Source: an optimization exercise on an open RTL-to-GDS flow (aim: small area, a short achievable clock period and few clock cycles per item). Production flows keep margins and buffers that such runs may drop. The RTL was checked by simulation tests, not by an equivalence proof against the original design. Power is estimated from default activity; no workload was simulated.

== job 101 ==
==> flow/design.v (excerpt) <==
module c64fc #(
    parameter integer RECLEN    = 88,
    parameter integer NONCE_OFF = 72
) (
    input  wire        clk,
    input  wire        rst,
    input  wire        cmd_valid,
    output wire        cmd_ready,
    input  wire [31:0] cmd_word,
    output wire        rsp_valid,
    input  wire        rsp_ready,
    output wire [3:0]  rsp_code,
    output wire [63:0] rsp_data,
    output wire        out_valid,
    input  wire        out_ready,
    output wire [7:0]  out_data
);
    localparam integer FLEN = RECLEN + 8;
    localparam integer NW   = 64;
    localparam integer NFB  = 8 + NONCE_OFF;      
    localparam [63:0] INIT    = 64'hFFFFFFFFFFFFFFFF;
    localparam [63:0] RESIDUE = 64'hFCACBEBD5931A992;
    localparam [63:0] POLY    = 64'h42F0E1EBA9EA3693;
    localparam [7:0]  CFG_NW  = NW;
    localparam [15:0] CFG_OFF = NONCE_OFF;
    localparam [15:0] CFG_LEN = RECLEN;
    localparam [63:0] CFG     = {24'd0, CFG_NW, CFG_OFF, CFG_LEN};
    localparam [63:0] K0 = 64'h005c8800ebaab96c, C0 = 64'hfbb6b4f93972e909;
    localparam [63:0] K1 = 64'h2f52ea887635232c, C1 = 64'hbb2c2b64b110e726;
    localparam [63:0] K2 = 64'h5e404c10d0958ced, C2 = 64'h7a838bc229b6f557;
    localparam [63:0] K3 = 64'h714e2e984d0a16ad, C3 = 64'h3a19145fa1d4fb78;
    localparam [1:0] M_IDLE = 2'd0, M_RUN = 2'd1, M_EMIT = 2'd2, M_FAULT = 2'd3;
    localparam [3:0] R_OK = 4'd0, R_ILLEGAL = 4'd1, R_BUSY = 4'd2,
                     R_NOVALUE = 4'd3, R_FAULT = 4'd4;
    localparam [7:0] OP_CRC_INIT = 8'h10, OP_CRC_UPDB = 8'h11, OP_CRC_UPDM = 8'h12,
                     OP_CRC_VAL  = 8'h13, OP_CRC_STB  = 8'h14, OP_CRC_RES  = 8'h15,
                     OP_CRC_BYTE = 8'h16, OP_FB_WR    = 8'h20, OP_FB_RD    = 8'h21,
                     OP_COMPOSE  = 8'h30, OP_PARSE    = 8'h31, OP_PR_RD    = 8'h32,
                     OP_STEP     = 8'h40, OP_RUN      = 8'h41, OP_CSR_RD   = 8'h50;
    localparam [1:0] C_WAIT = 2'd0, C_BUSY = 2'd1, C_RSP = 2'd2;
    localparam integer S_IDLE = 0, S_UPDB = 1, S_UPDM = 2, S_STB = 3, S_FBRD = 4,
                       S_PRRD = 5, S_WALK = 6, S_SWAIT = 7, S_SINC = 8, S_SBLK = 9,
                       S_SACT = 10, S_FND = 11, S_PCHK = 12, S_WEND = 13;
  ...
Size in the first run: roughly 9300 cells after synthesis, ~2000 flip-flops, about 120 I/O pins.
Settings: LEC_CHECK=0, ABC_AREA=1, CAP_MARGIN=20, CORE_MARGIN=2, CORE_UTILIZATION=57, PLACE_DENSITY=0.72, SETUP_SLACK_MARGIN=5, SLEW_MARGIN=20; clock period 8.0 ns.
run.sh (not shown) runs the stock make flow with config.mk's settings and CLKGATE_MAP_FILE= SYNTH_SCRIPT=/design/flow/synth_recipe.tcl, a recipe that flattens the netlist after the stock synthesis.
Testbench counts of job 101, summed over its fixed seeds: cycles 4,308, items 14,430.
Setup changes, job 101 to job 102
- changing PLACE_DENSITY from 0.72 to 0.7
- setting CTS_CLUSTER_SIZE to 20 for the first time
- setting CTS_BUF_LIST to sky130_fd_sc_hd__clkbuf_8 for the first time
- changing CORE_UTILIZATION from 57 to 50
==> run notes <==
Job 102 finished every stage and its layout cleared the timing, design-rule and antenna checks.
Per the comparison of job 102 with job 101, filler cell count rose about 30%, biggest cell delay along the critical path went down by 100 ps, via count of the first global-routing pass went down by 3086.
When job 102 is set beside job 101, its worst clock skew turns out to be 21 ps larger.
On proportion of cell area occupied by multi-input gates, job 101 and job 102 are neck and neck.
Compared to job 101, job 102 has global-route wire length before repair about 6.5% lower.
For job 103, these inputs were changed with respect to job 102:
- swapping 5 for 4.6 in SETUP_SLACK_MARGIN
- swapping 0.7 for 0.72 in PLACE_DENSITY
- clearing CTS_BUF_LIST, which used to be sky130_fd_sc_hd__clkbuf_8
- clearing CTS_CLUSTER_SIZE, which used to be 20
- swapping 50 for 57 in CORE_UTILIZATION
Results
Lower amount of wire on met2 after detailed routing was reported by job 102, not job 103.
Total internal power, job 103 and job 102: smaller value in job 103
Sort job 103 and job 102 by final routed wire length divided by cell count asc -> top: job 102
Taking job 102 as the reference, in job 103 worst slack after detailed placement now sits lower, initial standard-cell utilization of the core now sits higher, routed via count divided by cell count now sits higher, overall power after layout now sits lower, post-synth design cell area now sits at about the same level.
Count of clock-buffer cells in the layout: job 103 and job 102 compared, higher one is job 102


Starting RTL as in the previous note.
export LEC_CHECK = 0
export ABC_AREA = 1
export CAP_MARGIN = 20
export CORE_MARGIN = 2
export CORE_UTILIZATION = 65
export PLACE_DENSITY = 0.8
export SETUP_SLACK_MARGIN = 5
export SLEW_MARGIN = 20
create_clock -name core_clock -period 8.0 [get_ports {clk}]
The baseline failed in 5_1_grt (GRT-0116).
Testbench counts at the start, summed over its fixed seeds: cycles 4,308, items 14,430.
Rerun with:
--- a/flow/config.mk
+++ b/flow/config.mk
@@ -9,6 +9,6 @@
 export CAP_MARGIN = 20
 export CORE_MARGIN = 2
-export CORE_UTILIZATION = 65
-export PLACE_DENSITY = 0.8
+export CORE_UTILIZATION = 50
+export PLACE_DENSITY = 0.7
 export SETUP_SLACK_MARGIN = 5
 export SLEW_MARGIN = 20
The new run ran to the end with no violations.
Area after synthesis does not change.
Synthesized cell count does not change.

[separate check: timing with driven ports]
In the flow no input, the clock included, has a driving cell. The finished layouts below were timed again as built, in two steps. Step 1, drivers: a clkbuf_16 drives clk and a buf_2 each remaining input, both assumed. Step 2 also shifts input and output timing later by t, the mid clock arrival at the registers, as if the neighbouring blocks saw the same clock. Three values: ideal, step 1, step 2; two values: the first two.
run | shift t [ns] | setup WS [ns] | hold slack, ns
job 101 | 0.953 | 4.544 / 4.544 / 4.056 | 0.315 / 0.315 / 0.315
job 102 | 1.174 | 4.423 / 4.409 / 3.837 | 0.313 / 0.313 / 0.313
job 103 | 0.939 | 4.307 / 4.307 / 3.727 | 0.329 / 0.329 / 0.329
the second run of note 2 | 0.988 | 4.497 / 4.497 / 4.055 | 0.364 / 0.364 / 0.364
After both steps setup and hold are still met in every run listed. The setup slack of job 102, which loses most, moves by -0.014 ns with the drivers and by -0.586 ns with both steps.
